This is an optimization exercise on Yosys and OpenROAD, whose aim is small area, a short achievable clock period and few clock cycles per item, not a production implementation.
RTL that was checked went through simulation tests only; none was proved equivalent to the original.
No functional check of the RTL was part of run 1.
Power is estimated from default activity; no workload was simulated.

==> flow/design.v <==
module locate_sign (
    input  wire [63:0] phase,
    input  wire        q,
    output wire        e_pos,
    output wire        e_neg,
    output wire        finite
);
    localparam [62:0] T_UNWRAP    = 63'h4005FDBBE9BBA775;   
    localparam [62:0] DELTA       = 63'h3FD921FB54442D18;   
    localparam [62:0] P_SHIFT_POS = 63'h40178FDB9EFFEA47;   
    wire [62:0] m = phase[62:0];
    wire        s = phase[63];
    wire neg_band = (m > T_UNWRAP) && (m < P_SHIFT_POS);
    wire lt_delta = (m < DELTA);
    wire gt_delta = (m > DELTA);
    assign e_pos  = q & (s ? lt_delta : !neg_band);
    assign e_neg  = q & (s ? gt_delta : neg_band);
    assign finite = (phase[62:52] != 11'h7FF);
endmodule
module locate_corr #(
    parameter CW = 11               
) (
    input  wire                 clk,
    input  wire                 en,         
    input  wire                 clear,      
    input  wire [7:0]           kbm1,       
    input  wire                 start,      
    input  wire                 adv,        
    input  wire                 use_tap,    
    input  wire                 e_pos,
    input  wire                 e_neg,
    output reg  signed [CW-1:0] c
);
    localparam NW = 85;             
    function automatic [4:0] pack(input [1:0] t0, input [1:0] t1, input [1:0] t2);
        case ({t2[1], t2[0] & !t2[1], t1[1], t1[0] & !t1[1], t0[1], t0[0] & !t0[1]})
            {2'b00, 2'b00, 2'b00}: pack = 5'd0;
            {2'b00, 2'b00, 2'b01}: pack = 5'd1;
            {2'b00, 2'b00, 2'b10}: pack = 5'd2;
            {2'b00, 2'b01, 2'b00}: pack = 5'd3;
            {2'b00, 2'b01, 2'b01}: pack = 5'd4;
            {2'b00, 2'b01, 2'b10}: pack = 5'd5;
            {2'b00, 2'b10, 2'b00}: pack = 5'd6;
            {2'b00, 2'b10, 2'b01}: pack = 5'd7;
            {2'b00, 2'b10, 2'b10}: pack = 5'd8;
            {2'b01, 2'b00, 2'b00}: pack = 5'd9;
            {2'b01, 2'b00, 2'b01}: pack = 5'd10;
            {2'b01, 2'b00, 2'b10}: pack = 5'd11;
            {2'b01, 2'b01, 2'b00}: pack = 5'd12;
            {2'b01, 2'b01, 2'b01}: pack = 5'd13;
            {2'b01, 2'b01, 2'b10}: pack = 5'd14;
            {2'b01, 2'b10, 2'b00}: pack = 5'd15;
            {2'b01, 2'b10, 2'b01}: pack = 5'd16;
            {2'b01, 2'b10, 2'b10}: pack = 5'd17;
            {2'b10, 2'b00, 2'b00}: pack = 5'd18;
            {2'b10, 2'b00, 2'b01}: pack = 5'd19;
            {2'b10, 2'b00, 2'b10}: pack = 5'd20;
            {2'b10, 2'b01, 2'b00}: pack = 5'd21;
            {2'b10, 2'b01, 2'b01}: pack = 5'd22;
            {2'b10, 2'b01, 2'b10}: pack = 5'd23;
            {2'b10, 2'b10, 2'b00}: pack = 5'd24;
            {2'b10, 2'b10, 2'b01}: pack = 5'd25;
            {2'b10, 2'b10, 2'b10}: pack = 5'd26;
            default: pack = 5'd0;
        endcase
    endfunction
    function automatic [5:0] unpack(input [4:0] w);
        case (w)
            5'd0: unpack = {2'b00, 2'b00, 2'b00};
            5'd1: unpack = {2'b00, 2'b00, 2'b01};
            5'd2: unpack = {2'b00, 2'b00, 2'b10};
            5'd3: unpack = {2'b00, 2'b01, 2'b00};
            5'd4: unpack = {2'b00, 2'b01, 2'b01};
            5'd5: unpack = {2'b00, 2'b01, 2'b10};
            5'd6: unpack = {2'b00, 2'b10, 2'b00};
            5'd7: unpack = {2'b00, 2'b10, 2'b01};
            5'd8: unpack = {2'b00, 2'b10, 2'b10};
            5'd9: unpack = {2'b01, 2'b00, 2'b00};
            5'd10: unpack = {2'b01, 2'b00, 2'b01};
            5'd11: unpack = {2'b01, 2'b00, 2'b10};
            5'd12: unpack = {2'b01, 2'b01, 2'b00};
            5'd13: unpack = {2'b01, 2'b01, 2'b01};
            5'd14: unpack = {2'b01, 2'b01, 2'b10};
            5'd15: unpack = {2'b01, 2'b10, 2'b00};
            5'd16: unpack = {2'b01, 2'b10, 2'b01};
            5'd17: unpack = {2'b01, 2'b10, 2'b10};
            5'd18: unpack = {2'b10, 2'b00, 2'b00};
            5'd19: unpack = {2'b10, 2'b00, 2'b01};
            5'd20: unpack = {2'b10, 2'b00, 2'b10};
            5'd21: unpack = {2'b10, 2'b01, 2'b00};
            5'd22: unpack = {2'b10, 2'b01, 2'b01};
            5'd23: unpack = {2'b10, 2'b01, 2'b10};
            5'd24: unpack = {2'b10, 2'b10, 2'b00};
            5'd25: unpack = {2'b10, 2'b10, 2'b01};
            5'd26: unpack = {2'b10, 2'b10, 2'b10};
            default: unpack = 6'd0;
        endcase
    endfunction
    reg [1:0]    s0, s1;            
    reg [1:0]    ph;                
    reg [NW-1:0] plane [0:4];       
    reg [6:0]    rd_w;              
    reg [1:0]    rd_p;              
    reg [4:0]    tap_w;             
    reg [1:0]    tap_p;             
    wire [1:0] e_new = {e_neg, e_pos};
    wire       push  = ph[1];      
    wire [4:0] w_new = pack(s1, s0, e_new);
    wire [4:0] w_rd  = {plane[4][rd_w], plane[3][rd_w], plane[2][rd_w],
                        plane[1][rd_w], plane[0][rd_w]};
    wire       kb_small = (kbm1 < 8'd3);
    wire [1:0] t_sm  = (kbm1 == 8'd0) ? e_new : ((kbm1 == 8'd1) ? s0 : s1);
    integer i;
    always @(posedge clk) begin
        if (en) begin
            ph <= push ? 2'd0 : (ph[0] ? 2'd2 : 2'd1);
            s0 <= e_new;
            s1 <= s0;
            if (push) begin
                for (i = 0; i < 5; i = i + 1)
                    plane[i] <= {plane[i][NW-2:0], w_new[i]};
            end
            if (start) begin
                rd_w <= push ? 7'd0 : 7'h7F;
                rd_p <= ph;
            end else begin
                rd_w <= rd_w + {6'd0, push} - {6'd0, adv && rd_p[1]};
                if (adv)
                    rd_p <= rd_p[1] ? 2'd0 : (rd_p[0] ? 2'd2 : 2'd1);
            end
            tap_w <= kb_small ? pack(t_sm, 2'b00, 2'b00) : w_rd;
            tap_p <= kb_small ? 2'd0 : rd_p;
        end
    end
    wire [5:0] t_rd  = unpack(tap_w);
    wire [1:0] tap   = (tap_p == 2'd0) ? t_rd[1:0] :
                       ((tap_p == 2'd1) ? t_rd[3:2] : t_rd[5:4]);
    wire t_pos = use_tap & tap[0];
    wire t_neg = use_tap & tap[1];
    wire signed [3:0] tv    = t_pos ? 4'sd2 : (t_neg ? -4'sd2 : 4'sd0);
    wire signed [3:0] ev    = e_pos ? 4'sd1 : (e_neg ? -4'sd1 : 4'sd0);
    wire signed [3:0] delta = tv - ev;
    reg signed [3:0] d_r;
    always @(posedge clk) begin
        d_r <= en ? delta : 4'sd0;
        if (clear)
            c <= {CW{1'b0}};
        else
            c <= c + {{(CW-4){d_r[3]}}, d_r};
    end
endmodule
module wacs_locate (
    input  wire        clk,
    input  wire        rst,
    input  wire        cmd_valid,
    output wire        cmd_ready,
    input  wire [8:0]  cmd_kb,
    input  wire [15:0] cmd_len,
    input  wire        s_valid,
    output wire        s_ready,
    input  wire [63:0] s_phase,
    input  wire [63:0] s_mask,
    output reg         res_valid,
    output wire [1:0]  res_code,
    output wire [15:0] res_k0,
    output wire [15:0] res_first,
    output wire [15:0] res_peak
);
    localparam KB_MAX = 256;
    localparam CW     = 11;
    localparam [1:0] CODE_OK           = 2'd0;
    localparam [1:0] CODE_NO_DETECTION = 2'd1;
    localparam [1:0] CODE_INVALID      = 2'd2;
    reg  [15:0] rem;          
    reg         cmd_rdy;
    reg         s_rdy;
    assign cmd_ready = cmd_rdy;
    assign s_ready   = s_rdy;
    wire cmd_fire = cmd_valid && cmd_rdy;
    wire s_fire   = s_valid && s_rdy;
    wire rem_one  = (rem == 16'd1);
    wire len_zero = (cmd_len == 16'd0);
    always @(posedge clk) begin
        if (rst) begin
            cmd_rdy <= 1'b1;
            s_rdy   <= 1'b0;
        end else if (cmd_fire) begin
            cmd_rdy <= len_zero;
            s_rdy   <= !len_zero;
        end else if (s_fire && rem_one) begin
            cmd_rdy <= 1'b1;
            s_rdy   <= 1'b0;
        end
        if (cmd_fire)
            rem <= cmd_len;
        else if (s_fire)
            rem <= rem - 16'd1;
    end
    wire q_one = (s_mask == 64'd1);
    wire q_bad = (s_mask[63:1] != 63'd0);
    wire e_pos_w, e_neg_w, finite_w;
    locate_sign u_sign (
        .phase  (s_phase),
        .q      (q_one),
        .e_pos  (e_pos_w),
        .e_neg  (e_neg_w),
        .finite (finite_w)
    );
    reg       v0, c0, last0;
    reg       e_pos0, e_neg0, q0, bad0;
    reg       kb_bad0;
    reg [7:0] kbm1;           
    always @(posedge clk) begin
        if (rst) begin
            v0    <= 1'b0;
            c0    <= 1'b0;
            last0 <= 1'b0;
        end else begin
            v0    <= s_fire;
            c0    <= cmd_fire;
            last0 <= (s_fire && rem_one) || (cmd_fire && len_zero);
        end
        e_pos0 <= e_pos_w;
        e_neg0 <= e_neg_w;
        q0     <= q_one;
        bad0   <= !finite_w || q_bad;
        if (cmd_fire) begin
            kbm1    <= cmd_kb[7:0] - 8'd1;
            kb_bad0 <= (cmd_kb == 9'd0) || (cmd_kb > KB_MAX);
        end
    end
    reg  [15:0] kidx;         
    reg         seen;         
    reg  [1:0]  half;         
    reg  [7:0]  h;            
    reg         bad1;         
    reg         v1, v1w, found1, c1, last1;
    reg         v2w, found2, c2, last2, bad2;
    wire        active = seen || q0;
    wire signed [CW-1:0] c;
    locate_corr #(.CW(CW)) u_corr (
        .clk     (clk),
        .en      (v0),
        .clear   (c1),
        .kbm1    (kbm1),
        .start   (q0 && !seen),
        .adv     (half != 2'd0 || h == kbm1),
        .use_tap (half == 2'd1),
        .e_pos   (e_pos0),
        .e_neg   (e_neg0),
        .c       (c)
    );
    always @(posedge clk) begin
        if (rst) begin
            c1    <= 1'b0;
            last1 <= 1'b0;
            c2    <= 1'b0;
            last2 <= 1'b0;
        end else begin
            c1    <= c0;
            last1 <= last0;
            c2    <= c1;
            last2 <= last1;
        end
        v1     <= v0;
        v1w    <= v0 && active && (half != 2'd2);
        found1 <= v0 && q0 && !seen;
        v2w    <= v1w;
        found2 <= found1;
        bad2   <= bad1;
        if (c0) begin
            seen <= 1'b0;
            half <= 2'd0;
            h    <= 8'd0;
            bad1 <= kb_bad0;
        end else if (v0) begin
            if (bad0)
                bad1 <= 1'b1;
            if (q0)
                seen <= 1'b1;
            if (active) begin
                if (h == kbm1) begin
                    h <= 8'd0;
                    if (half != 2'd2)
                        half <= half + 2'd1;
                end else begin
                    h <= h + 8'd1;
                end
            end
        end
        if (c1)
            kidx <= 16'hFFFF;
        else if (v1)
            kidx <= kidx + 16'd1;
    end
    reg  [15:0] best_k;
    reg  signed [CW-1:0] best_c;
    reg  [15:0] first;
    reg  [1:0]  code;
    wire [CW-1:0] c_abs  = c[CW-1] ? -c : c;
    wire [CW-1:0] b_abs  = best_c[CW-1] ? -best_c : best_c;
    wire          better = v2w && (c_abs > b_abs);
    always @(posedge clk) begin
        if (rst)
            res_valid <= 1'b0;
        else
            res_valid <= last2;
        if (c2 || bad2) begin
            best_k   <= 16'd0;
            best_c   <= {CW{1'b0}};
            first    <= bad2 ? 16'h0000 : 16'hFFFF;
            code     <= bad2 ? CODE_INVALID : CODE_NO_DETECTION;
        end else begin
            if (found2) begin
                first <= kidx;
                code  <= CODE_OK;
            end
            if (better) begin
                best_k   <= kidx;
                best_c   <= c;
            end
        end
    end
    assign res_code  = code;
    assign res_k0    = best_k;
    assign res_first = first;
    assign res_peak  = {{(16-CW){best_c[CW-1]}}, best_c};
endmodule
==> flow/flow/run.sh <==
#!/bin/bash
# Standard layout, with timing repair aimed below the clock period and
# minimum-size port buffers (timing repair resizes the ones that matter).
set -euo pipefail
bash standard.sh finish SETUP_SLACK_MARGIN=7.6 \
    "BUFFER_PORTS_ARGS=-buffer_cell sky130_fd_sc_hd__buf_1" > make_finish.log 2>&1
==> flow/standard.sh <==
#!/bin/bash
# synth_recipe.tcl (not shown) runs the flow's synth.tcl, then flattens the netlist and writes it again
# the make line also repeats each setting of config.mk as NAME=value (left out here)
make -C /OpenROAD-flow-scripts/flow DESIGN_CONFIG=/design/flow/config.mk WORK_HOME=/design/flow/orfs CLKGATE_MAP_FILE= SYNTH_SCRIPT=/design/flow/synth_recipe.tcl "${@:-finish}"
==> flow/config.mk <==
export PLATFORM = sky130hd
export DESIGN_NAME = wacs_locate
export DESIGN_NICKNAME = wacs_locate
export VERILOG_FILES = /design/flow/design.v
export SDC_FILE = /design/flow/constraint.sdc
export NUM_CORES = 4
export LEC_CHECK = 0
export CAP_MARGIN = 20
export CORE_MARGIN = 2
export CORE_UTILIZATION = 40
export CTS_CLUSTER_DIAMETER = 60
export CTS_CLUSTER_SIZE = 30
export SLEW_MARGIN = 20
==> flow/constraint.sdc <==
create_clock -name core_clock -period 11.0 [get_ports {clk}]
set_input_delay 2.2000 -clock core_clock [delete_from_list [all_inputs] [get_ports {clk}]]
set_output_delay 2.2000 -clock core_clock [all_outputs]
set_load 0.01 [all_outputs]
==> flow_summary.yaml, run 1 <==
grt:
  overflow: 0
  grt_pass1_vias: 15581
  antenna_found_initial: 0
  grt_pass1_wl_um: 88500
  grt_max_degree: 209
  grt_usage_pct: 16.7
drt:
  drt_first_pass_iters: 5
  ant_nets: 0
  drc: 0
  drt-met1-wl_um: 26500
  vias: 15653
  wl_met2_um: 26200
  routed_via_density: 5.50
  drt_iter0_drc: 1409
  routed.top_layer: "met4"
  met3_length_um: 2760
  post_drt_wl_per_cell_um: 19.8
  wl_um: 56300
power:
  p_per_area_nw_per_um2: 154
  comb_power_share_pct: 5.7
  p_clk_share_pct: 38.4
  switching_share_pct: 25.4
  intPower_mw: 3.33
  p_total_mw: 4.46
  p_leak_nw: 8.80
  switchingPower_mw: 1.13
  seq_power_share_pct: 55.9
  ir_drop_v: 0.000100
sta:
  worst_slew_pin_slew_ns: 1.15
  slew_viol_final: 0
  slew_headroom_pct: 23.0
  fin_crit_ns: 3.67
  fin_skew_ns: 0.0380
  hold_slack_ns: 0.343
  totalNegativeSetupSlack_ns: 0
  finalCritPeriodShare_pct: 33.4
  fmax_mhz: 272
  rsz0062_at_grt: "yes"
  finalHoldViolCount: 0
  setup_viol: 0
final_layout:
  final_layout_size_suffix_gt1_share_pct: 13.3
  fin_area_um2: 29000
  mostFrequentLayoutCell: "edfxtp_1"
  n_antenna_cell: 0
  final_cell_mix: "491 x edfxtp_1, 207 x buf_1, 126 x nor2_1"
  n_fill_cell: 5604
  fin_nets: 2173
  area_growth_pct: 14.1
  finish.utilization_pct: 46.0
yosys:
  syn_area_per_cell_um2: 14.4
  synthArstFlopShare_pct: 0
  yosysWarningCount: 3
  synth_edf_count: 491
  syn_area_um2: 25400
  synth_flop_cell: "edfxtp_1"
  synthCells: 1758
  ys_seq_area_share_pct: 65.1
  ys_types: 80
  synth_nets: 1963
  postSynthRegisterBits: 580
floorplan:
  core-area_um2: 63000
  die_width_um: 256
  die_area_um2: 65500
  fp.dieH_um: 256
  start_util_pct: 40.3
  num_io_pins: 210
  core.rowCount: 92
setup_path:
  r2r-end: "best_k[4]"
  cp-startpoint: "s_phase[21]"
  arrival_ns: 4.13
  startpoint_type: "primary input"
  endpoint_kind: "register"
  critPathKind: "in2reg"
  crit_required_ns: 11.46
  worstRegToRegCells: 12
  reg2reg_slack_ns: 7.70
  r2r-start: "best_c[2]"
  crit_end: "e_neg0"
  cp_max_fo: 2
clock_network:
  clock_latency_ns: 0.60
  cts-root-buf: "clkbuf_16"
  htree_num_levels: 2
  cts_sinks: 580
  clk_pin_slew_ns: 0.09
  cts_buffer_depth: 3
  cts_tree: "done"
  cts_buffers: 41
  cts_hold_buffers: 0
job:
  drv_cap: 0
placed_design:
  finalWeightedCongestion: 0.926
  port-buffer-count: 209
  post_dp_cell_area_um2: 27100
  hpwl_um: 35600
min_path:
  hp-class: "reg2reg"
status:
  status: "complete, no violations"
-- worst max-delay path, cell delays in order --
cell and delay [ns]:
buf_6 0.09, or3_4 0.38, or4_4 0.46, a2111oi_4 0.21, o31ai_1 0.11, a221o_1 0.29, a32o_2 0.23, and3_1 0.15
-- cells in the mapped netlist (all sizes together) (6+ instances only) --
cell	number	area, um^2
a21boi	28	210
and3	12	75.1
nand3	58	290
a21o	11	82.6
nand2	102	383
o31ai	14	105
o21ai	83	415
ha	46	576
a22oi	14	105
nand4	24	150
dfxtp	89	1780
a211oi	17	133
o21a	11	83.8
or2	9	56.3
nor3	28	140
o21bai	6	45.0
xnor2	32	280
nor4	37	238
buf	34	205
nand3b	7	52.6
a21oi	54	270
inv	39	146
nand2b	21	131
a31oi	11	68.8
mux4	95	2140
clkbuf	47	176
o211ai	6	45.0
mux2i	38	380
nor2	128	480
or3b	7	61.3
or3	12	76.3
edfxtp	491	14700
xor2	46	403
nor2b	29	181
-- layer usage --
metal,track usage (%),up-vias
met5,0,-
met4,3.77,0
met3,2.86,66
met2,26.1,374
met1,24.6,7959
li1,-,7254
-- timing repair --
action                                  4_1_cts  5_1_grt
buffers inserted                              9        6
pin swaps                                     7        7
gates resized for setup                      38       29
endpoints found under the setup margin       48       45
cloned                                        5        1
-- sequential cells by signal (all words and copies together), names as in the netlist, 2 cells and up --
register	count
u_corr.s0	2
first	16
best_c	11
best_k	16
u_corr.c	11
half	2
u_corr.tap_w	5
u_corr.tap_p	2
kidx	16
u_corr.plane	425
h	8
rem	16
u_corr.d_r	4
code	2
u_corr.s1	2
u_corr.ph	2
u_corr.rd_w	7
u_corr.rd_p	2
kbm1	8
-- logic make-up after synthesis --
group	share of synthesized area (%)
compound gates	7.58
simple gates	10.2
fa+ha+maj	2.42
flops	65.1
mux	9.97
xor+xnor	2.69
buf+inv	2.08
-- power groups by stage --
stage	sequential (mW)	combinational (mW)	clock, mW
finish	2.49	0.254	1.71
global route	2.50	0.285	1.84
CTS	2.49	0.252	1.77
detailed placement	2.54	0.244	0
global placement	2.54	0.236	0
floorplan	2.52	0.170	0
-- metrics by stage --
stage | cells | worst slack, ns
floorplan | 1758 | 3.71
global placement | 2750 | 6.67
detailed placement | 2750 | 6.67
CTS | 2838 | 7.37
global route | 2845 | 7.28
finish | 2845 | 7.33
-- final cells by class --
cell class              count  area [um^2]  area share (%)
inverters                  39          153           0.527
multi-input cells        1061         8520            29.4
clock inverters            33          514            1.78
clock buffers              41         1030            3.54
repair inverters            1         7.51          0.0259
flip-flops and latches    580        16500            57.1
well taps                 846         1060            3.65
repair buffers            244         1140            3.94
-- worst min path at each step --
stage / from / end / slack [ns] / depth (start not counted)
floorplan: found1 / found2 / 0.31 / 0
global placement: found1 / found2 / 0.32 / 0
detailed placement: found1 / found2 / 0.33 / 0
CTS: found1 / found2 / 0.35 / 0
global route: found1 / found2 / 0.35 / 0
finish: found1 / found2 / 0.34 / 0
==> run 2, diff against run 1 <==
--- a/flow/design.v
+++ b/flow/design.v
@@ -1,20 +1,40 @@
 module locate_sign (
+    input  wire        clk,
     input  wire [63:0] phase,
-    input  wire        q,
-    output wire        e_pos,
-    output wire        e_neg,
+    output wire        pos,
+    output wire        neg,
     output wire        finite
 );
     localparam [62:0] T_UNWRAP    = 63'h4005FDBBE9BBA775;   
     localparam [62:0] DELTA       = 63'h3FD921FB54442D18;   
     localparam [62:0] P_SHIFT_POS = 63'h40178FDB9EFFEA47;   
-    wire [62:0] m = phase[62:0];
-    wire        s = phase[63];
-    wire neg_band = (m > T_UNWRAP) && (m < P_SHIFT_POS);
-    wire lt_delta = (m < DELTA);
-    wire gt_delta = (m > DELTA);
-    assign e_pos  = q & (s ? lt_delta : !neg_band);
-    assign e_neg  = q & (s ? gt_delta : neg_band);
+    wire [31:0] m_hi = phase[62:31];
+    wire [30:0] m_lo = phase[30:0];
+    reg s;
+    reg t_gt_hi, t_eq_hi, t_gt_lo;              
+    reg p_lt_hi, p_eq_hi, p_lt_lo;              
+    reg d_gt_hi, d_eq_hi, d_gt_lo, d_eq_lo;     
+    always @(posedge clk) begin
+        s       <= phase[63];
+        t_gt_hi <= (m_hi > T_UNWRAP[62:31]);
+        t_eq_hi <= (m_hi == T_UNWRAP[62:31]);
+        t_gt_lo <= (m_lo > T_UNWRAP[30:0]);
+        p_lt_hi <= (m_hi < P_SHIFT_POS[62:31]);
+        p_eq_hi <= (m_hi == P_SHIFT_POS[62:31]);
+        p_lt_lo <= (m_lo < P_SHIFT_POS[30:0]);
+        d_gt_hi <= (m_hi > DELTA[62:31]);
+        d_eq_hi <= (m_hi == DELTA[62:31]);
+        d_gt_lo <= (m_lo > DELTA[30:0]);
+        d_eq_lo <= (m_lo == DELTA[30:0]);
+    end
+    wire gt_t     = t_gt_hi || (t_eq_hi && t_gt_lo);
+    wire lt_p     = p_lt_hi || (p_eq_hi && p_lt_lo);
+    wire neg_band = gt_t && lt_p;
+    wire gt_delta = d_gt_hi || (d_eq_hi && d_gt_lo);
+    wire eq_delta = d_eq_hi && d_eq_lo;
+    wire lt_delta = !gt_delta && !eq_delta;
+    assign pos    = s ? lt_delta : !neg_band;
+    assign neg    = s ? gt_delta : neg_band;
     assign finite = (phase[62:52] != 11'h7FF);
 endmodule
 module locate_corr #(
@@ -105,6 +125,7 @@
     reg [1:0]    tap_p;             
     wire [1:0] e_new = {e_neg, e_pos};
     wire       push  = ph[1];      
+    wire       back  = adv && rd_p[1];   
     wire [4:0] w_new = pack(s1, s0, e_new);
     wire [4:0] w_rd  = {plane[4][rd_w], plane[3][rd_w], plane[2][rd_w],
                         plane[1][rd_w], plane[0][rd_w]};
@@ -124,7 +145,7 @@
                 rd_w <= push ? 7'd0 : 7'h7F;
                 rd_p <= ph;
             end else begin
-                rd_w <= rd_w + {6'd0, push} - {6'd0, adv && rd_p[1]};
+                rd_w <= rd_w + {{6{back && !push}}, back ^ push};
                 if (adv)
                     rd_p <= rd_p[1] ? 2'd0 : (rd_p[0] ? 2'd2 : 2'd1);
             end
@@ -198,16 +219,18 @@
     end
     wire q_one = (s_mask == 64'd1);
     wire q_bad = (s_mask[63:1] != 63'd0);
-    wire e_pos_w, e_neg_w, finite_w;
+    wire pos0, neg0, finite_w;
     locate_sign u_sign (
+        .clk    (clk),
         .phase  (s_phase),
-        .q      (q_one),
-        .e_pos  (e_pos_w),
-        .e_neg  (e_neg_w),
+        .pos    (pos0),
+        .neg    (neg0),
         .finite (finite_w)
     );
     reg       v0, c0, last0;
-    reg       e_pos0, e_neg0, q0, bad0;
+    reg       q0, bad0;
+    wire      e_pos0 = q0 && pos0;
+    wire      e_neg0 = q0 && neg0;
     reg       kb_bad0;
     reg [7:0] kbm1;           
     always @(posedge clk) begin
@@ -220,8 +243,6 @@
             c0    <= cmd_fire;
             last0 <= (s_fire && rem_one) || (cmd_fire && len_zero);
         end
-        e_pos0 <= e_pos_w;
-        e_neg0 <= e_neg_w;
         q0     <= q_one;
         bad0   <= !finite_w || q_bad;
         if (cmd_fire) begin
--- a/flow/config.mk
+++ b/flow/config.mk
@@ -7,7 +7,7 @@
 export LEC_CHECK = 0
 export CAP_MARGIN = 20
 export CORE_MARGIN = 2
-export CORE_UTILIZATION = 40
-export CTS_CLUSTER_DIAMETER = 60
-export CTS_CLUSTER_SIZE = 30
+export CORE_UTILIZATION = 55
+export CTS_CLUSTER_DIAMETER = 70
+export CTS_CLUSTER_SIZE = 25
 export SLEW_MARGIN = 20
==> run 2 against run 1 <==
Still clean. Sequential share of layout area grew 1.5 points. First-iteration DRC count shrank 12%. Core utilization grew 16 points. Cell count shrank 8.5%. Largest cell class unchanged. Largest power group unchanged.
==> flow_summary.yaml, run 2 <==
grt:
  overflow: 0
  grt_pass1_vias: 14516
  grt_pass1_wl_um: 79400
  grt_max_degree: 175
  grt_usage_pct: 20.9
  antenna_found_initial: 0
setup_path:
  path_buf_inv: 1
  cp-startpoint: "best_c[3]"
  crit_chain: "buf_2"
  cpMaxStageDelayCell: "dfxtp_1"
  r2r-end: "u_corr.rd_w[6]"
  crit_family: "flip-flops"
  crit_end: "res_peak[3]"
  endpoint_kind: "primary output"
  r2r-start: "kbm1[2]"
  cp.depth: 1
  critPathKind: "reg2out"
  reg2reg_slack_ns: 7.78
  critPathMaxStageDelay_ns: 0.41
  startpoint_type: "register"
  crit_required_ns: 8.80
  worstRegToRegCells: 15
  cp_max_fo: 4
  arrival_ns: 1.16
sta:
  fmax_mhz: 298
  setup_ws_ns: 7.64
  rsz0062_at_grt: "yes"
  finalCritPeriodShare_pct: 30.5
  slew_headroom_pct: 29.9
  worst_slew_pin_slew_ns: 1.05
  fin_skew_ns: 0.0470
  hold_slack_ns: 0.334
  finalHoldViolCount: 0
  setup_viol: 0
  fin_crit_ns: 3.36
  totalNegativeSetupSlack_ns: 0
  slew_viol_final: 0
yosys:
  synth_nets: 1976
  synthArstFlopShare_pct: 0
  synthTopCellsByArea: "edfxtp_1 57%, dfxtp_1 7.6%, mux4_2 5.7%"
  ys_types: 83
  synth_edf_count: 491
  syn_area_per_cell_um2: 14.5
  yosys.area.top_type: "edfxtp_1"
  synth_flop_cell: "edfxtp_1"
  yosysWarningCount: 4
  synthMostInstantiatedCell: "edfxtp_1"
  syn_area_um2: 25800
  postSynthRegisterBits: 589
  post-synth-top-area-fraction_pct: 57.3
  synthCells: 1776
  synth_common_cells: "491 x edfxtp_1, 135 x nand2_1, 120 x nor2_1"
  ys_seq_area_share_pct: 64.9
power:
  intPower_mw: 3.30
  p_per_area_nw_per_um2: 150
  p_clk_share_pct: 35.8
  seq_power_share_pct: 58.5
  ir_drop_v: 0.000145
  switching_share_pct: 23.0
  comb_power_share_pct: 5.8
  p_leak_nw: 8.79
  switchingPower_mw: 0.985
drt:
  post_drt_wl_per_cell_um: 19.9
  wl_um: 51800
  drt_first_pass_iters: 5
  vias: 15481
  wl_met2_um: 23400
  routed.top_layer: "met4"
  ant_nets: 0
  drc: 0
  drt-met1-wl_um: 24800
  routed_via_density: 5.95
  met3_length_um: 2770
  drt_iter0_drc: 1233
final_layout:
  final_cell_mix: "491 x edfxtp_1, 205 x buf_1, 135 x nand2_1"
  finish.utilization_pct: 61.6
  largest_register_ffs: 425
  mostFrequentLayoutCell: "edfxtp_1"
  final_layout_size_suffix_gt1_share_pct: 11.8
  regMostFlops: "u_corr.plane"
  fin_nets: 2170
  area_growth_pct: 10.8
  n_antenna_cell: 0
  instances_no_fill: 2603
  n_fill_cell: 3595
floorplan:
  start_util_pct: 55.5
  die_width_um: 220
  die_area_um2: 48600
  core.rowCount: 79
  num_io_pins: 210
  fp.dieH_um: 220
  core-area_um2: 46400
placed_design:
  placed_cells: 2527
  port-buffer-count: 209
  hpwl_um: 32500
  finalWeightedCongestion: 0.829
  place_ws_ns: 7.16
status:
  status: "complete, no violations"
clock_network:
  cts_sinks: 589
  clk_pin_slew_ns: 0.09
  cts_hold_buffers: 0
  cts_buffers: 37
  cts-root-buf: "clkbuf_16"
  htree_num_levels: 2
  cts_buffer_depth: 3
  cts_tree: "done"
  clock_latency_ns: 0.58
min_path:
  min_from: "v1w"
  hold_depth: 0
  hp-class: "reg2reg"
job:
  drv_cap: 0
-- run 2: cell types whose count changed in the layout (fill, tap and decap cells not counted), sizes merged, moves of 11 or more --
cell	previous run	this run
nand3	58	25
mux2i	38	67
a21boi	28	3
nor3	28	44
mux4	95	80
nand2	102	135
mux2	1	31
inv	60	47
o22ai	5	23
a221oi	4	15
o21ai	83	36
-- run 2: layout make-up --
cell class | count | area [um^2] | share of cell area, %
clock buffers | 41 | 1000 | 3.52
clock inverters | 24 | 283 | 0.991
inverters | 36 | 135 | 0.473
multi-input cells | 1069 | 8530 | 29.9
flip-flops and latches | 589 | 16700 | 58.6
well taps | 607 | 759 | 2.66
repair buffers | 237 | 1100 | 3.86
-- run 2: repair_timing --
action	4_1_cts	5_1_grt
setup buffers	1	7
cloned	0	1
resized for setup	16	16
pin swaps	0	1
setup endpoints to repair	48	41
-- run 2: worst min path at each step --
stage,to,slack [ns]
3_3_place_gp,v2w,0.32
6_report,v2w,0.33
3_5_place_dp,v2w,0.32
2_1_floorplan,found2,0.31
5_1_grt,v2w,0.34
4_1_cts,v2w,0.34
-- run 2: through the flow --
stage / total power, mW / cell area, um^2
6_report: 4.29 / 28500
5_1_grt: 4.45 / 28500
4_1_cts: 4.34 / 28300
3_5_place_dp: 2.80 / 27000
3_3_place_gp: 2.79 / 27000
2_1_floorplan: 2.71 / 25800
-- run 2: power groups by stage --
stage / logic, mW / clock network (mW) / registers [mW]
finish: 0.247 / 1.53 / 2.51
global route: 0.279 / 1.66 / 2.52
CTS: 0.243 / 1.58 / 2.51
detailed placement: 0.241 / 0 / 2.56
global placement: 0.236 / 0 / 2.56
floorplan: 0.167 / 0 / 2.55
-- run 2: logic make-up (layout without fill, tap and decap cells) --
logic type	count (synthesis)	count (layout)	synth area share [%]
adder cells (fa/ha/maj)	43	43	2.12
flip-flops	589	589	64.9
multiplexers	178	178	11.2
AO/OA/AOI/OAI	252	253	6.67
AND/OR/NAND/NOR	520	520	10.2
XOR/XNOR	75	75	2.55
buffers and inverters	119	338	2.46
-- run 2: metal layers --
| metal | GRT usage, % | up-vias |
|---|---|---|
| met5 | 0 | - |
| met4 | 4.47 | 0 |
| met3 | 3.53 | 63 |
| met2 | 31.3 | 380 |
| met1 | 32.2 | 7763 |
| li1 | - | 7275 |
Testbench counts of run 2, summed over its fixed seeds: cycles 134,876, items 134,660.
==> run 3, diff against run 2 <==
==> flow/flow/run.sh (replaced) <==
#!/bin/bash
# Standard layout, with timing repair aimed below the clock period and
# minimum-size port buffers (timing repair resizes the ones that matter).
set -euo pipefail
bash standard.sh finish SETUP_SLACK_MARGIN=7.8 \
    "BUFFER_PORTS_ARGS=-buffer_cell sky130_fd_sc_hd__buf_1" > make_finish.log 2>&1
--- a/flow/config.mk
+++ b/flow/config.mk
@@ -7,7 +7,7 @@
 export LEC_CHECK = 0
 export CAP_MARGIN = 20
 export CORE_MARGIN = 2
-export CORE_UTILIZATION = 55
+export CORE_UTILIZATION = 40
 export CTS_CLUSTER_DIAMETER = 70
 export CTS_CLUSTER_SIZE = 25
 export SLEW_MARGIN = 20
==> run 3 against run 2 <==
Total power is 3.5% lower. Clock power is about 10% lower. Clock-buffer cell count is 1 lower. Hold slack better by 0.0086 ns. Critical endpoint is now res_first[9].
==> flow_summary.yaml, run 3 <==
final_layout:
  n_antenna_cell: 0
  final_cell_mix: "491 x edfxtp_1, 161 x buf_1, 128 x nand2_1"
  finish.utilization_pct: 45.8
  fin_nets: 2190
  largest_register_ffs: 425
  mostFrequentLayoutCell: "edfxtp_1"
  area_growth_pct: 13.9
  regMostFlops: "u_corr.plane"
  multiInputGateArea_um2: 8710
  final_layout_size_suffix_gt1_share_pct: 17.1
  seqCellArea_um2: 16800
  n_fill_cell: 5706
sta:
  fin_crit_ns: 3.30
  slew_viol_final: 0
  slew_headroom_pct: 31.3
  setup_viol: 0
  totalNegativeSetupSlack_ns: 0
  finalHoldViolCount: 0
  fmax_mhz: 303
  fin_skew_ns: 0.0259
  worst_slew_pin_slew_ns: 1.03
  finalCritPeriodShare_pct: 30.0
  rsz0062_at_grt: "yes"
setup_path:
  critPathMaxStageDelay_ns: 0.40
  crit_family: "flip-flops"
  endpoint_kind: "primary output"
  arrival_ns: 1.10
  startpoint_type: "register"
  critPathKind: "reg2out"
  path_buf_inv: 1
  crit_required_ns: 8.80
  cp_max_fo: 1
  cpMaxStageDelayCell: "edfxtp_1"
  crit_chain: "clkbuf_2"
job:
  drv_cap: 0
grt:
  grt_use_met3_pct: 1.74
  grt_max_degree: 204
  globalRouteMet2Util_pct: 24.8
  antenna_found_initial: 0
  met1_usage_pct: 23.1
  grt_usage_pct: 15.6
  busiest_layer: "met2"
  overflow: 0
  grt_pass1_vias: 15381
  grt_pass1_wl_um: 84400
yosys:
  synth_top_family_by_area: "multiplexers"
  synth_compound_area_share_pct: 6.67
  synth_fa_ha_area_share_pct: 2.12
  yosysWarningCount: 4
  synth_edf_count: 491
  postSynthRegisterBits: 589
  ys_seq_area_share_pct: 64.9
  synth_xor_xnor_area_share_pct: 2.55
  yosys.area.top_type: "edfxtp_1"
  synth_mux_area_share_pct: 11.2
  synthCells: 1776
  syn_area_per_cell_um2: 14.5
  yosys.area_share.simple_pct: 10.2
  synth_common_cells: "491 x edfxtp_1, 135 x nand2_1, 120 x nor2_1"
  ys_types: 83
  post-synth-top-area-fraction_pct: 57.3
  synthArstFlopShare_pct: 0
  synthTopCellsByArea: "edfxtp_1 57%, dfxtp_1 7.6%, mux4_2 5.7%"
  syn_area_um2: 25800
  synth_flop_cell: "edfxtp_1"
  synthMostInstantiatedCell: "edfxtp_1"
  synth_nets: 1976
min_path:
  hp-class: "reg2reg"
clock_network:
  cts_tree: "done"
  clk_pin_slew_ns: 0.10
  cts_buffer_depth: 3
  cts-root-buf: "clkbuf_16"
  cts_buffers: 34
  cts_hold_buffers: 0
  clock_latency_ns: 0.57
  htree_num_levels: 2
  cts_sinks: 589
drt:
  drc: 0
  post_drt_wl_per_cell_um: 18.8
  drt_iter0_drc: 1247
  wl_um: 53800
  ant_nets: 0
  routed_via_density: 5.45
  vias: 15620
  drt_first_pass_iters: 7
floorplan:
  num_io_pins: 210
  core.rowCount: 93
  start_util_pct: 40.2
  fp.dieH_um: 258
  core-area_um2: 64000
  die_area_um2: 66400
  die_width_um: 258
status:
  status: "complete, no violations"
placed_design:
  port-buffer-count: 209
  finalWeightedCongestion: 0.827
  hpwl_um: 33900
power:
  p_leak_nw: 9.05
  p_per_area_nw_per_um2: 141
  ir_drop_v: 0.0000819
[run 3: cell types whose count changed in the layout (fill, tap and decap cells not counted), moves of 5 or more]
cell	change
buf_6	+35
dfxtp_2	+14
buf_1	-44
dfxtp_4	+8
dfxtp_1	-22
inv_8	-5
clkbuf_2	+10
buf_4	+21
nand2_2	+5
nand2_1	-7
[run 3: timing repair]
item	CTS	global route
buffers inserted	16	15
cloned	1	3
resized for setup	119	66
pin swaps	1	6
endpoints found under the setup margin	189	160
[run 3: cell families after synthesis]
group / count (synthesis)
muxes: 178
AOI/OAI and AO/OA: 252
adders and majority gates: 43
and+or+nand+nor: 520
buffers and inverters: 119
DFF: 589
xor gates and xnor gates: 75
[run 3: per-layer routing]
| metal | wire (um) | vias up | share of wire [%] |
|---|---|---|---|
| met5 | 0 | - | 0 |
| met4 | 784 | 0 | 1.5 |
| met3 | 2440 | 48 | 4.5 |
| met2 | 25300 | 358 | 47 |
| met1 | 25300 | 7906 | 47 |
| li1 | - | 7308 | - |
[run 3: final timing paths]
path / from / end / slack (ns) / cells after the start
worst max-delay path: first[9] / res_first[9] / 7.70 / 1
worst min-delay path: found1 / found2 / 0.34 / 0
worst max register to register: u_corr.c[0] / best_k[10] / 7.84 / 11
worst min register to register: found1 / found2 / 0.34 / 0
[run 3: layout make-up]
| class | count | share of cell area (%) |
|---|---|---|
| timing repair buffer | 260 | 5.36 |
| multi-input combinational | 1069 | 29.7 |
| tap | 855 | 3.65 |
| sequential | 589 | 57.2 |
| clock buffer | 40 | 3.12 |
| inverter | 36 | 0.486 |
| clock inverter | 17 | 0.525 |
[run 3: report_power, final]
group | total, mW | internal [mW] | switching [mW]
Combinational | 0.254 | 0.112 | 0.142
Sequential | 2.51 | 2.45 | 0.0637
Clock | 1.37 | 0.623 | 0.749
Total | 4.14 | 3.18 | 0.955
[run 3: stage by stage]
stage	area (um^2)	worst slack [ns]	hold WS [ns]	cells	power, mW
after floorplan	25900	6.92	0.310	1776	2.72
after global placement	27300	6.84	0.312	2773	2.80
after detailed placement	27300	6.86	0.318	2773	2.81
after CTS	28900	7.51	0.350	2847	4.18
after global routing	29300	7.63	0.354	2866	4.30
final	29300	7.70	0.342	2866	4.14
==> run 4, diff against run 3 <==
==> flow/flow/run.sh (replaced) <==
#!/bin/bash
# Standard layout, with timing repair aimed below the clock period and
# minimum-size port buffers (timing repair resizes the ones that matter).
set -euo pipefail
bash standard.sh finish SETUP_SLACK_MARGIN=7.6 \
    "BUFFER_PORTS_ARGS=-buffer_cell sky130_fd_sc_hd__buf_1" > make_finish.log 2>&1
--- a/flow/config.mk
+++ b/flow/config.mk
@@ -8,6 +8,6 @@
 export CAP_MARGIN = 20
 export CORE_MARGIN = 2
 export CORE_UTILIZATION = 40
-export CTS_CLUSTER_DIAMETER = 70
-export CTS_CLUSTER_SIZE = 25
+export CTS_CLUSTER_DIAMETER = 60
+export CTS_CLUSTER_SIZE = 20
 export SLEW_MARGIN = 20
==> run 4 against run 3 <==
Still clean on timing, DRC and antenna. First-iteration DRC count fell by 5.9%. Non-clock buffer count fell by 30. Clock power rose by 28%. Combinational power fell by 4%.
==> flow_summary.yaml, run 4 <==
status:
  status: "complete, no violations"
setup_path:
  r2r-end: "u_corr.tap_w[1]"
  critPathKind: "reg2out"
  cp.depth: 1
  worstRegToRegCells: 8
  crit_family: "flip-flops"
  endpoint_kind: "primary output"
  startpoint_type: "register"
  cp-startpoint: "best_c[1]"
  cpMaxStageDelayCell: "dfxtp_2"
  critPathMaxStageDelay_ns: 0.38
  crit_chain: "buf_1"
  crit_required_ns: 8.80
  arrival_ns: 1.15
  cp_max_fo: 5
  path_buf_inv: 1
  reg2reg_slack_ns: 7.78
  crit_end: "res_peak[1]"
  r2r-start: "u_corr.rd_w[0]"
drt:
  drt_first_pass_iters: 5
  drt_iter0_drc: 1174
  drc: 0
  wl_um: 53600
  vias: 15584
  post_drt_wl_per_cell_um: 18.7
  ant_nets: 0
  routed_via_density: 5.45
sta:
  finalHoldViolCount: 0
  totalNegativeSetupSlack_ns: 0
  fmax_mhz: 298
  rsz0062_at_grt: "yes"
  fin_skew_ns: 0.0257
  worst_slew_pin_slew_ns: 1.13
  slew_viol_final: 0
  slew_headroom_pct: 24.7
  fin_crit_ns: 3.35
  setup_viol: 0
  finalCritPeriodShare_pct: 30.5
final_layout:
  largest_register_ffs: 425
  final_layout_size_suffix_gt1_share_pct: 11.9
  fin_nets: 2171
  seqCellArea_um2: 16700
  multiInputGateArea_um2: 8500
  regMostFlops: "u_corr.plane"
  n_antenna_cell: 0
  mostFrequentLayoutCell: "edfxtp_1"
  final_cell_mix: "491 x edfxtp_1, 207 x buf_1, 134 x nand2_1"
  n_fill_cell: 5651
  fin_area_um2: 29000
  area_growth_pct: 12.7
  instances_no_fill: 2861
yosys:
  post-synth-top-area-fraction_pct: 57.3
  synth_edf_count: 491
  synth_common_cells: "491 x edfxtp_1, 135 x nand2_1, 120 x nor2_1"
  yosys.area_share.simple_pct: 10.2
  synthArstFlopShare_pct: 0
  synthMostInstantiatedCell: "edfxtp_1"
  synth_compound_area_share_pct: 6.67
  synth_top_family_by_area: "multiplexers"
  yosysWarningCount: 4
  syn_area_um2: 25800
  yosys.area.top_type: "edfxtp_1"
  postSynthRegisterBits: 589
  synth_mux_area_share_pct: 11.2
  ys_types: 83
  synth_nets: 1976
  synth_flop_cell: "edfxtp_1"
  ys_seq_area_share_pct: 64.9
  synthTopCellsByArea: "edfxtp_1 57%, dfxtp_1 7.6%, mux4_2 5.7%"
  synth_xor_xnor_area_share_pct: 2.55
  synth_fa_ha_area_share_pct: 2.12
  syn_area_per_cell_um2: 14.5
  synthCells: 1776
power:
  p_leak_nw: 8.85
  p_total_mw: 4.52
  comb_power_share_pct: 5.4
  p_clk_share_pct: 39.0
  p_per_area_nw_per_um2: 156
  intPower_mw: 3.47
  ir_drop_v: 0.000100
  seq_power_share_pct: 55.6
  switchingPower_mw: 1.05
  switching_share_pct: 23.2
clock_network:
  htree_num_levels: 2
  clock_latency_ns: 0.60
  cts_buffer_depth: 3
  clk_pin_slew_ns: 0.08
  cts_hold_buffers: 0
  cts-root-buf: "clkbuf_16"
  cts_sinks: 589
  cts_tree: "done"
  cts_buffers: 45
grt:
  antenna_found_initial: 0
  grt_pass1_vias: 15476
  grt_max_degree: 204
  grt_pass1_wl_um: 84900
  overflow: 0
  grt_usage_pct: 15.8
placed_design:
  placed_cells: 2772
  hpwl_um: 33500
  finalWeightedCongestion: 0.837
  post_dp_cell_area_um2: 27300
  port-buffer-count: 209
floorplan:
  die_area_um2: 66400
  core-area_um2: 64000
  num_io_pins: 210
  core.rowCount: 93
  die_width_um: 258
  fp.dieH_um: 258
  start_util_pct: 40.2
min_path:
  hp-class: "reg2reg"
job:
  drv_cap: 0
==> run 4: changes by cell type in the layout (fill, tap and decap cells not counted), sizes merged <==
cell / previous run / this run
clkbuf: 56 / 57
buf: 244 / 225
clkinvlp: 1 / 3
bufinv: 0 / 4
inv: 42 / 49
==> run 4: layout make-up <==
cell class / instances / area share (%)
timing repair buffer: 230 / 3.50
inverter: 36 / 0.466
tap: 855 / 3.69
multi-input combinational: 1069 / 29.3
sequential: 589 / 57.6
clock inverter: 30 / 1.29
clock buffer: 52 / 4.12
==> run 4: per-stage QoR <==
step,hold slack [ns],setup WS [ns],utilization (%)
floorplan,0.310,6.92,-
global placement,0.316,6.89,42.6
detailed placement,0.312,6.77,42.6
CTS,0.331,7.60,45.2
global route,0.347,7.54,45.4
finish,0.330,7.65,45.4
==> run 4: power by group through the flow <==
stage	Sequential [mW]	Combinational, mW	Clock [mW]
final	2.51	0.245	1.76
after global placement	2.56	0.237	0
after floorplan	2.55	0.167	0
after detailed placement	2.56	0.243	0
after global routing	2.52	0.278	1.90
after CTS	2.51	0.246	1.82
==> run 4: timing repair <==
action,CTS,global route
setup endpoints to repair,128,124
gates cloned,1,1
resized for setup,21,14
pin swaps,1,1
setup buffers,3,1
==> run 4: logic make-up after synthesis <==
| kind of cell | Yosys count |
|---|---|
| fa+ha+maj | 43 |
| flops | 589 |
| mux | 178 |
| buf+inv | 119 |
| compound gates | 252 |
| xor+xnor | 75 |
| simple gates | 520 |
==> run 4: worst min path at each step <==
stage | startpoint | end | slack [ns] | cells past startpoint
final | found1 | found2 | 0.33 | 0
after floorplan | found1 | found2 | 0.31 | 0
after CTS | found1 | found2 | 0.33 | 0
after global routing | found1 | found2 | 0.35 | 0
after detailed placement | found1 | found2 | 0.31 | 0
after global placement | found1 | found2 | 0.32 | 0
==> run 4: per-layer routing <==
metal	vias up	track usage [%]	share of wire (%)	wire, um
met1	7799	22.6	46	24900
met3	81	2.87	5.1	2720
met5	-	0	0	0
met4	0	3.95	2.0	1080
li1	7284	-	-	-
met2	420	25.0	47	25000
==> run 5, diff against run 4 <==
--- a/flow/config.mk
+++ b/flow/config.mk
@@ -8,6 +8,6 @@
 export CAP_MARGIN = 20
 export CORE_MARGIN = 2
 export CORE_UTILIZATION = 40
-export CTS_CLUSTER_DIAMETER = 60
-export CTS_CLUSTER_SIZE = 20
+export CTS_CLUSTER_DIAMETER = 70
+export CTS_CLUSTER_SIZE = 25
 export SLEW_MARGIN = 20
==> run 5 against run 4 <==
Maximum frequency is 0.28% higher. Largest power group unchanged. Sequential cell count stayed put. Synthesized cell count stayed put. Combinational power hardly changed. Highest routed layer unchanged. Final area is 1.3% lower. Total power is 6.6% lower. Cell count is 0.77% lower. Hold slack hardly changed. Synthesized area stayed put.
==> flow_summary.yaml, run 5 <==
power:
  comb_power_share_pct: 5.8
  p_clk_share_pct: 34.6
  ir_drop_v: 0.0000915
  seq_power_share_pct: 59.5
  intPower_mw: 3.24
  p_leak_nw: 8.67
  p_total_mw: 4.22
  switching_share_pct: 23.1
  switchingPower_mw: 0.973
  p_per_area_nw_per_um2: 147
setup_path:
  endpoint_kind: "primary output"
  worstRegToRegCells: 8
  cpMaxStageDelayCell: "dfxtp_2"
  startpoint_type: "register"
  crit_family: "flip-flops"
  cp_max_fo: 5
  critPathKind: "reg2out"
  path_buf_inv: 1
  r2r-end: "u_corr.tap_w[1]"
  critPathMaxStageDelay_ns: 0.39
  crit_chain: "buf_1"
  r2r-start: "u_corr.rd_w[0]"
  crit_required_ns: 8.80
  reg2reg_slack_ns: 7.80
  arrival_ns: 1.14
clock_network:
  cts-root-buf: "clkbuf_16"
  cts_sinks: 589
  cts_buffers: 36
  cts_hold_buffers: 0
  htree_num_levels: 2
  cts_buffer_depth: 3
  clock_latency_ns: 0.59
  cts_tree: "done"
  clk_pin_slew_ns: 0.09
yosys:
  synth_nets: 1976
  yosysWarningCount: 4
  postSynthRegisterBits: 589
  yosys.area.top_type: "edfxtp_1"
  synthMostInstantiatedCell: "edfxtp_1"
  syn_area_um2: 25800
  synth_edf_count: 491
  synthCells: 1776
  synth_common_cells: "491 x edfxtp_1, 135 x nand2_1, 120 x nor2_1"
  synthTopCellsByArea: "edfxtp_1 57%, dfxtp_1 7.6%, mux4_2 5.7%"
  ys_types: 83
  post-synth-top-area-fraction_pct: 57.3
  synth_flop_cell: "edfxtp_1"
  syn_area_per_cell_um2: 14.5
  synthArstFlopShare_pct: 0
  ys_seq_area_share_pct: 64.9
min_path:
  worstHoldEndpoint: "found2"
  hp-class: "reg2reg"
  hold_depth: 0
  min_from: "found1"
final_layout:
  largest_register_ffs: 425
  n_fill_cell: 5701
  final_layout_size_suffix_gt1_share_pct: 11.2
  regMostFlops: "u_corr.plane"
  area_growth_pct: 11.2
  mostFrequentLayoutCell: "edfxtp_1"
  fin_area_um2: 28600
  finish.utilization_pct: 44.7
  fin_nets: 2162
  n_antenna_cell: 0
  final_cell_mix: "491 x edfxtp_1, 208 x buf_1, 134 x nand2_1"
  instances_no_fill: 2839
grt:
  overflow: 0
  grt_usage_pct: 15.6
  antenna_found_initial: 0
  grt_pass1_vias: 15315
  grt_max_degree: 204
  grt_pass1_wl_um: 83800
drt:
  vias: 15446
  ant_nets: 0
  drc: 0
  routed_via_density: 5.44
  drt_first_pass_iters: 7
  wl_um: 53100
  post_drt_wl_per_cell_um: 18.7
  drt_iter0_drc: 1214
sta:
  fin_crit_ns: 3.34
  fin_skew_ns: 0.0370
  worst_slew_pin_slew_ns: 1.13
  slew_headroom_pct: 24.5
  totalNegativeSetupSlack_ns: 0
  fmax_mhz: 299
  finalCritPeriodShare_pct: 30.4
  setup_viol: 0
  slew_viol_final: 0
  rsz0062_at_grt: "yes"
  finalHoldViolCount: 0
status:
  status: "complete, no violations"
placed_design:
  finalWeightedCongestion: 0.837
  placed_cells: 2772
  port-buffer-count: 209
  hpwl_um: 33500
  post_dp_cell_area_um2: 27300
floorplan:
  die_area_um2: 66400
  core-area_um2: 64000
  num_io_pins: 210
  fp.dieH_um: 258
  die_width_um: 258
  core.rowCount: 93
  start_util_pct: 40.2
job:
  drv_cap: 0
[run 5: logic make-up after synthesis]
family,after synthesis,share of synthesized area (%)
and+or+nand+nor,520,10.2
adders and majority gates,43,2.12
AOI/OAI and AO/OA,252,6.67
DFF,589,64.9
xor gates and xnor gates,75,2.55
muxes,178,11.2
buffers and inverters,119,2.46
[run 5: per-layer routing]
layer / wire length, um / up-vias / part of all wire [%] / global-route usage, %
met5: 0 / - / 0 / 0
met4: 1220 / 0 / 2.3 / 4.64
met1: 24800 / 7740 / 47 / 22.5
met2: 25000 / 377 / 47 / 24.8
met3: 2150 / 76 / 4.0 / 1.89
li1: - / 7253 / - / -
[run 5: layout make-up]
type,instances,area [um^2],area share (%)
multi-input cells,1069,8500,29.7
clock inverters,20,234,0.817
repair buffers,230,1010,3.54
clock buffers,40,947,3.31
flip-flops and latches,589,16700,58.4
inverters,36,135,0.472
well taps,855,1070,3.74
[run 5: worst max-delay path by stage]
stage,startpoint,end,slack [ns],cells after the start
detailed placement,cmd_valid,rem[5],6.77,3
CTS,best_c[2],res_peak[2],7.61,1
finish,best_c[1],res_peak[1],7.66,1
global placement,cmd_valid,rem[10],6.89,3
floorplan,v0,u_corr.plane[0][0],6.92,2
global route,kbm1[6],u_corr.rd_w[6],7.55,15
[run 5: power by group through the flow]
| stage | registers, mW | clock network, mW | logic, mW |
|---|---|---|---|
| detailed placement | 2.56 | 0 | 0.243 |
| global placement | 2.56 | 0 | 0.237 |
| CTS | 2.51 | 1.52 | 0.245 |
| floorplan | 2.55 | 0 | 0.167 |
| finish | 2.51 | 1.46 | 0.246 |
| global route | 2.52 | 1.59 | 0.278 |
[run 5: repair_timing]
item                       4_1_cts  5_1_grt
setup endpoints to repair      128      121
buffers inserted                 3        1
gates cloned                     1        1
resized for setup               21       13
pin swaps                        1        1
[run 5: stage by stage]
| stage | hold slack [ns] | setup WS (ns) |
|---|---|---|
| 6_report | 0.331 | 7.66 |
| 5_1_grt | 0.347 | 7.55 |
| 4_1_cts | 0.332 | 7.61 |
| 3_5_place_dp | 0.312 | 6.77 |
| 3_3_place_gp | 0.316 | 6.89 |
| 2_1_floorplan | 0.310 | 6.92 |
==> run 6, diff against run 5 <==
==> flow/flow/run.sh (replaced) <==
#!/bin/bash
# Standard layout, with timing repair aimed below the clock period and
# buf_2 port buffers.
set -euo pipefail
bash standard.sh finish SETUP_SLACK_MARGIN=7.6 \
    "BUFFER_PORTS_ARGS=-buffer_cell sky130_fd_sc_hd__buf_2" > make_finish.log 2>&1
==> run 6 against run 5 <==
Largest cell class unchanged. Die area is the same. Wire length grew 0.51%. Clock skew shrank 0.0058 ns. Final area grew 0.86%. Core utilization grew 0.39 points. Maximum frequency shrank 0.13%. Hold slack is essentially flat. Still clean on timing, DRC and antenna.
==> flow_summary.yaml, run 6 <==
yosys:
  synthMostInstantiatedCell: "edfxtp_1"
  synth_nets: 1976
  synth_edf_count: 491
  ys_types: 83
  ys_seq_area_share_pct: 64.9
  synthTopCellsByArea: "edfxtp_1 57%, dfxtp_1 7.6%, mux4_2 5.7%"
  post-synth-top-area-fraction_pct: 57.3
  yosysWarningCount: 4
  synth_common_cells: "491 x edfxtp_1, 135 x nand2_1, 120 x nor2_1"
  postSynthRegisterBits: 589
  syn_area_um2: 25800
  synthArstFlopShare_pct: 0
  syn_area_per_cell_um2: 14.5
  yosys.area.top_type: "edfxtp_1"
  synth_flop_cell: "edfxtp_1"
  synthCells: 1776
min_path:
  hold_depth: 0
  worstHoldEndpoint: "found2"
  hp-class: "reg2reg"
  min_from: "found1"
drt:
  vias: 15502
  routed_via_density: 5.47
  drt_iter0_drc: 1248
  drc: 0
  ant_nets: 0
  wl_um: 53400
  drt_first_pass_iters: 5
  post_drt_wl_per_cell_um: 18.8
placed_design:
  post_dp_cell_area_um2: 27500
  finalWeightedCongestion: 0.837
  hpwl_um: 33900
  port-buffer-count: 209
grt:
  globalRouteMet2Util_pct: 25.6
  grt_pass1_wl_um: 85000
  antenna_found_initial: 0
  grt_usage_pct: 15.8
  grt_use_met3_pct: 2.22
  busiest_layer: "met2"
  overflow: 0
  met1_usage_pct: 22.4
  grt_pass1_vias: 15566
  grt_max_degree: 88
final_layout:
  n_antenna_cell: 0
  fin_area_um2: 28900
  regMostFlops: "u_corr.plane"
  largest_register_ffs: 425
  final_cell_mix: "491 x edfxtp_1, 209 x buf_2, 133 x nand2_1"
  final_layout_size_suffix_gt1_share_pct: 21.7
  mostFrequentLayoutCell: "edfxtp_1"
  fin_nets: 2161
  area_growth_pct: 12.1
  n_fill_cell: 5697
setup_path:
  crit_required_ns: 8.80
  endpoint_kind: "primary output"
  startpoint_type: "register"
  path_buf_inv: 1
  arrival_ns: 1.15
  r2r-end: "u_corr.rd_w[6]"
  crit_family: "flip-flops"
  r2r-start: "kbm1[3]"
  reg2reg_slack_ns: 7.77
  worstRegToRegCells: 15
  cpMaxStageDelayCell: "dfxtp_1"
  critPathMaxStageDelay_ns: 0.42
  cp_max_fo: 5
  critPathKind: "reg2out"
  crit_chain: "buf_2"
sta:
  fmax_mhz: 299
  finalCritPeriodShare_pct: 30.4
  worst_slew_pin_slew_ns: 1.11
  fin_skew_ns: 0.0312
  slew_viol_final: 0
  rsz0062_at_grt: "yes"
  setup_viol: 0
  totalNegativeSetupSlack_ns: 0
  slew_headroom_pct: 25.8
  fin_crit_ns: 3.35
  finalHoldViolCount: 0
clock_network:
  clock_latency_ns: 0.58
  cts-root-buf: "clkbuf_16"
  cts_tree: "done"
  cts_hold_buffers: 0
  cts_buffer_depth: 3
  clk_pin_slew_ns: 0.08
  cts_sinks: 589
  cts_buffers: 36
  htree_num_levels: 2
floorplan:
  core.rowCount: 93
  num_io_pins: 210
  fp.dieH_um: 258
  start_util_pct: 40.2
  die_area_um2: 66400
  core-area_um2: 64000
  die_width_um: 258
job:
  drv_cap: 0
power:
  p_leak_nw: 9.29
  p_per_area_nw_per_um2: 146
  ir_drop_v: 0.0000766
status:
  status: "complete, no violations"
run 6: kinds of logic after synthesis:
| logic type | synth area share [%] |
|---|---|
| fa+ha+maj | 2.12 |
| mux | 11.2 |
| simple gates | 10.2 |
| compound gates | 6.67 |
| xor+xnor | 2.55 |
| flops | 64.9 |
| buf+inv | 2.46 |
run 6: layout make-up:
type                    count  area [um^2]  share of cell area (%)
clock buffers              40          968                    3.35
inverters                  36          135                   0.468
clock inverters            17          208                   0.719
flip-flops and latches    589        16700                    57.9
well taps                 855         1070                    3.70
repair buffers            230         1250                    4.34
multi-input cells        1068         8520                    29.5
run 6: worst reg2reg max path, cell delays in order, from the launching register on:
cell and delay [ns]:
edfxtp_1 0.42, xor2_1 0.17, nor4_2 0.34, nand2_1 0.12, nand2_1 0.12, and2_4 0.17, ha_1 0.22, inv_1 0.06
ha_2 0.21, ha_2 0.20, and3b_1 0.16, o21ai_0 0.13, nor4b_2 0.22, a221oi_2 0.18, xor2_1 0.18, o21ai_0 0.08
run 6: report_power, final:
part,total [mW],internal [mW],switching [mW],leakage (nW)
clock network,1.46,0.688,0.773,0.570
logic,0.257,0.115,0.142,4.06
registers,2.51,2.45,0.0607,4.66
run 6: routing by layer:
metal / share of wire, % / routed length, um / vias up
met2: 48 / 25500 / 383
met1: 46 / 24400 / 7788
met4: 2.0 / 1090 / 0
met5: 0 / 0 / -
li1: - / - / 7253
met3: 4.5 / 2410 / 78
run 6: timing repair:
action / CTS / global route
gates resized for setup: 17 / 21
pin swaps: 0 / 2
setup buffers: 1 / 3
setup endpoints to repair: 130 / 105
run 6: worst max-delay path by stage:
stage              start                  to  slack [ns]  cells past startpoint
2_1_floorplan         v0  u_corr.plane[0][0]        6.92                      2
6_report       best_c[4]         res_peak[4]        7.65                      1
5_1_grt          kbm1[3]      u_corr.rd_w[6]        7.57                     15
4_1_cts          kbm1[1]      u_corr.rd_w[6]        7.41                     14
3_5_place_dp   cmd_valid             rem[10]        6.77                      3
3_3_place_gp   cmd_valid             rem[10]        6.89                      3
run 6: through the flow:
step           worst slack [ns]  hold WS [ns]  power, mW  instances  utilization, %
2_1_floorplan              6.92         0.310       2.71       1776               -
3_5_place_dp               6.77         0.312       2.82       2773            43.0
6_report                   7.65         0.331       4.23       2835            45.1
5_1_grt                    7.57         0.342       4.40       2835            45.1
4_1_cts                    7.41         0.333       4.28       2831            44.9
3_3_place_gp               6.89         0.316       2.80       2773            43.0
==> run 7, diff against run 6 <==
==> flow/flow/run.sh (replaced) <==
#!/bin/bash
# Standard layout, with timing repair aimed below the clock period,
# minimum-size input buffers and buf_4 output buffers.
set -euo pipefail
bash standard.sh finish SETUP_SLACK_MARGIN=7.6 \
    "BUFFER_PORTS_ARGS=-inputs -buffer_cell sky130_fd_sc_hd__buf_1" \
    "POST_GLOBAL_PLACE_TCL=$PWD/flow/outbuf.tcl" > make_finish.log 2>&1
==> flow/flow/outbuf.tcl (new file) <==
# After global placement: a buffer on every output port (the inputs got
# theirs before placement).
buffer_ports -outputs -buffer_cell sky130_fd_sc_hd__buf_4
==> run 7 against run 6 <==
Still clean. Clock-buffer cell count down 1. Non-clock buffer count up 1. Sequential share of layout area down 0.21 points. Critical path depth unchanged. Via count up 1.1%. First-iteration DRC count down 2.5%. Total power up 3.1%. Combinational power down 2%. Synthesized area unchanged. Sequential cell count unchanged. Wire length up 0.56%. Global-route usage down 0.052 points.
==> flow_summary.yaml, run 7 <==
placed_design:
  port-buffer-count: 209
  place_ws_ns: 6.74
  hpwl_um: 34100
  placed_cells: 2774
sta:
  totalNegativeSetupSlack_ns: 0
  finalHoldViolCount: 0
  setup_viol: 0
  worst_slew_pin_slew_ns: 1.11
  fin_skew_ns: 0.0199
  setup_ws_ns: 7.67
  fmax_mhz: 300
  hold_slack_ns: 0.337
  finalCritPeriodShare_pct: 30.3
  slew_viol_final: 0
  fin_crit_ns: 3.33
  slew_headroom_pct: 26.0
  rsz0062_at_grt: "yes"
clock_network:
  htree_num_levels: 2
  cts-root-buf: "clkbuf_16"
  clk_pin_slew_ns: 0.09
  cts_buffers: 36
  cts_sinks: 589
  cts_tree: "done"
  clock_latency_ns: 0.58
  cts_hold_buffers: 0
  cts_buffer_depth: 3
floorplan:
  start_util_pct: 40.2
  core-area_um2: 64000
  die_width_um: 258
  die_area_um2: 66400
  num_io_pins: 210
  core.rowCount: 93
  fp.dieH_um: 258
power:
  intPower_mw: 3.37
  comb_power_share_pct: 5.8
  p_clk_share_pct: 36.6
  ir_drop_v: 0.0000940
  p_leak_nw: 8.96
  p_per_area_nw_per_um2: 150
  switching_share_pct: 22.7
  switchingPower_mw: 0.991
  seq_power_share_pct: 57.6
min_path:
  hp-class: "reg2reg"
  min_from: "found1"
drt:
  drt_iter0_drc: 1217
  drc: 0
  ant_nets: 0
  wl_um: 53700
  vias: 15670
  drt_first_pass_iters: 5
  post_drt_wl_per_cell_um: 18.9
  routed_via_density: 5.51
final_layout:
  n_fill_cell: 5693
  area_growth_pct: 12.6
  final_layout_size_suffix_gt1_share_pct: 13.8
  regMostFlops: "u_corr.plane"
  instances_no_fill: 2845
  largest_register_ffs: 425
  finish.utilization_pct: 45.3
  mostFrequentLayoutCell: "edfxtp_1"
  fin_nets: 2163
  final_cell_mix: "491 x edfxtp_1, 156 x buf_1, 133 x nand2_1"
  n_antenna_cell: 0
  seqCellArea_um2: 16700
  multiInputGateArea_um2: 8490
setup_path:
  crit_required_ns: 8.80
  crit_chain: "buf_4"
  crit_family: "flip-flops"
  arrival_ns: 1.13
  critPathMaxStageDelay_ns: 0.40
  cpMaxStageDelayCell: "edfxtp_1"
  path_buf_inv: 1
  r2r-start: "kbm1[1]"
  endpoint_kind: "primary output"
  cp_max_fo: 1
  cp-startpoint: "first[5]"
  startpoint_type: "register"
  critPathKind: "reg2out"
yosys:
  synthArstFlopShare_pct: 0
  synth_flop_cell: "edfxtp_1"
  synthCells: 1776
  synth_common_cells: "491 x edfxtp_1, 135 x nand2_1, 120 x nor2_1"
  synth_nets: 1976
  post-synth-top-area-fraction_pct: 57.3
  synthTopCellsByArea: "edfxtp_1 57%, dfxtp_1 7.6%, mux4_2 5.7%"
  synthMostInstantiatedCell: "edfxtp_1"
  syn_area_um2: 25800
  syn_area_per_cell_um2: 14.5
  yosysWarningCount: 4
  ys_types: 83
  synth_edf_count: 491
  ys_seq_area_share_pct: 64.9
  postSynthRegisterBits: 589
  yosys.area.top_type: "edfxtp_1"
grt:
  grt_pass1_vias: 15634
  overflow: 0
  grt_usage_pct: 15.8
  grt_use_met3_pct: 2.04
  grt_pass1_wl_um: 85100
  antenna_found_initial: 0
  met1_usage_pct: 22.5
  grt_max_degree: 203
  globalRouteMet2Util_pct: 25.7
  busiest_layer: "met2"
job:
  drv_cap: 0
status:
  status: "complete, no violations"
-- run 7: cell counts after synthesis --
No cell type changed its count.
-- run 7: cell families after synthesis --
logic type | count (synthesis) | synth area share [%]
DFF | 589 | 64.9
and+or+nand+nor | 520 | 10.2
AOI/OAI and AO/OA | 252 | 6.67
muxes | 178 | 11.2
buffers and inverters | 119 | 2.46
xor gates and xnor gates | 75 | 2.55
adders and majority gates | 43 | 2.12
-- run 7: final cells by class --
class / count / area share, %
Sequential cell: 589 / 57.7
Multi-Input combinational cell: 1069 / 29.3
Timing Repair Buffer: 231 / 4.20
Tap cell: 855 / 3.69
Clock buffer: 39 / 3.29
Clock inverter: 26 / 1.36
Inverter: 36 / 0.466
-- run 7: timing repair --
item	CTS	global route
resized for setup	15	12
gates cloned	1	0
pin swaps	1	0
buffers inserted	4	0
endpoints found under the setup margin	204	98
-- run 7: routing by layer --
layer  vias to the layer above  routed length (um)
met2                       419               25600
met4                         0                 947
met1                      7921               24800
met3                        69                2400
li1                       7261                   -
met5                         -                   0
-- run 7: power groups by stage --
stage / clock network (mW) / registers (mW) / logic [mW]
after floorplan: 0 / 2.55 / 0.167
after global placement: 0 / 2.57 / 0.225
after detailed placement: 0 / 2.56 / 0.249
after CTS: 1.64 / 2.51 / 0.252
after global routing: 1.72 / 2.52 / 0.284
final: 1.60 / 2.51 / 0.252
-- run 7: final timing paths --
path,cells past startpoint,slack (ns),to
worst min register to register,0,0.34,found2
worst max register to register,15,7.71,u_corr.rd_w[6]
worst max-delay path,1,7.67,res_first[5]
worst min-delay path,0,0.34,found2
-- run 7: stage by stage --
step           area, um^2  total power [mW]
6_report            29000              4.36
5_1_grt             29000              4.53
3_5_place_dp        27500              2.81
4_1_cts             28900              4.41
2_1_floorplan       25800              2.71
3_3_place_gp        27100              2.79

port drivers added, routing unchanged:
Ports are ideal in the flow. The routed layouts listed here were re-timed in OpenROAD. Step 1 assumes that a clkbuf_16 drives the clock port and a buf_2 every other input. Step 2 adds t to the input delays and takes it off the output delays; t is the mean of the earliest and latest rising clock arrival at the registers after step 1. Input paths then give back, and output paths get back, about the clock's delay inside the block. Slacks: no drivers / after step 1 / after step 2; pairs: no drivers / after step 1.
| run | t, ns | slack for setup (ns) | clock arrival spread, ns | slew at the worst register clock pin (ns) |
|---|---|---|---|---|
| run 1 | 0.633 | 7.328 / 7.351 / 6.718 | 0.040 / 0.040 | 0.11 / 0.11 |
| run 2 | 0.617 | 7.644 / 7.585 / 7.268 | 0.047 / 0.047 | 0.09 / 0.09 |
| run 3 | 0.622 | 7.700 / 7.639 / 7.271 | 0.040 / 0.040 | 0.10 / 0.10 |
| run 4 | 0.645 | 7.650 / 7.594 / 7.227 | 0.031 / 0.030 | 0.08 / 0.08 |
| run 5 | 0.633 | 7.659 / 7.601 / 7.224 | 0.041 / 0.041 | 0.10 / 0.10 |
| run 6 | 0.625 | 7.655 / 7.598 / 7.286 | 0.035 / 0.035 | 0.10 / 0.10 |
| run 7 | 0.629 | 7.672 / 7.613 / 7.289 | 0.023 / 0.023 | 0.10 / 0.10 |
After both steps setup and hold are still met in every run listed. For run 1, which loses most, drivers alone change the setup slack by +0.023 ns; drivers and shift together by -0.610 ns.
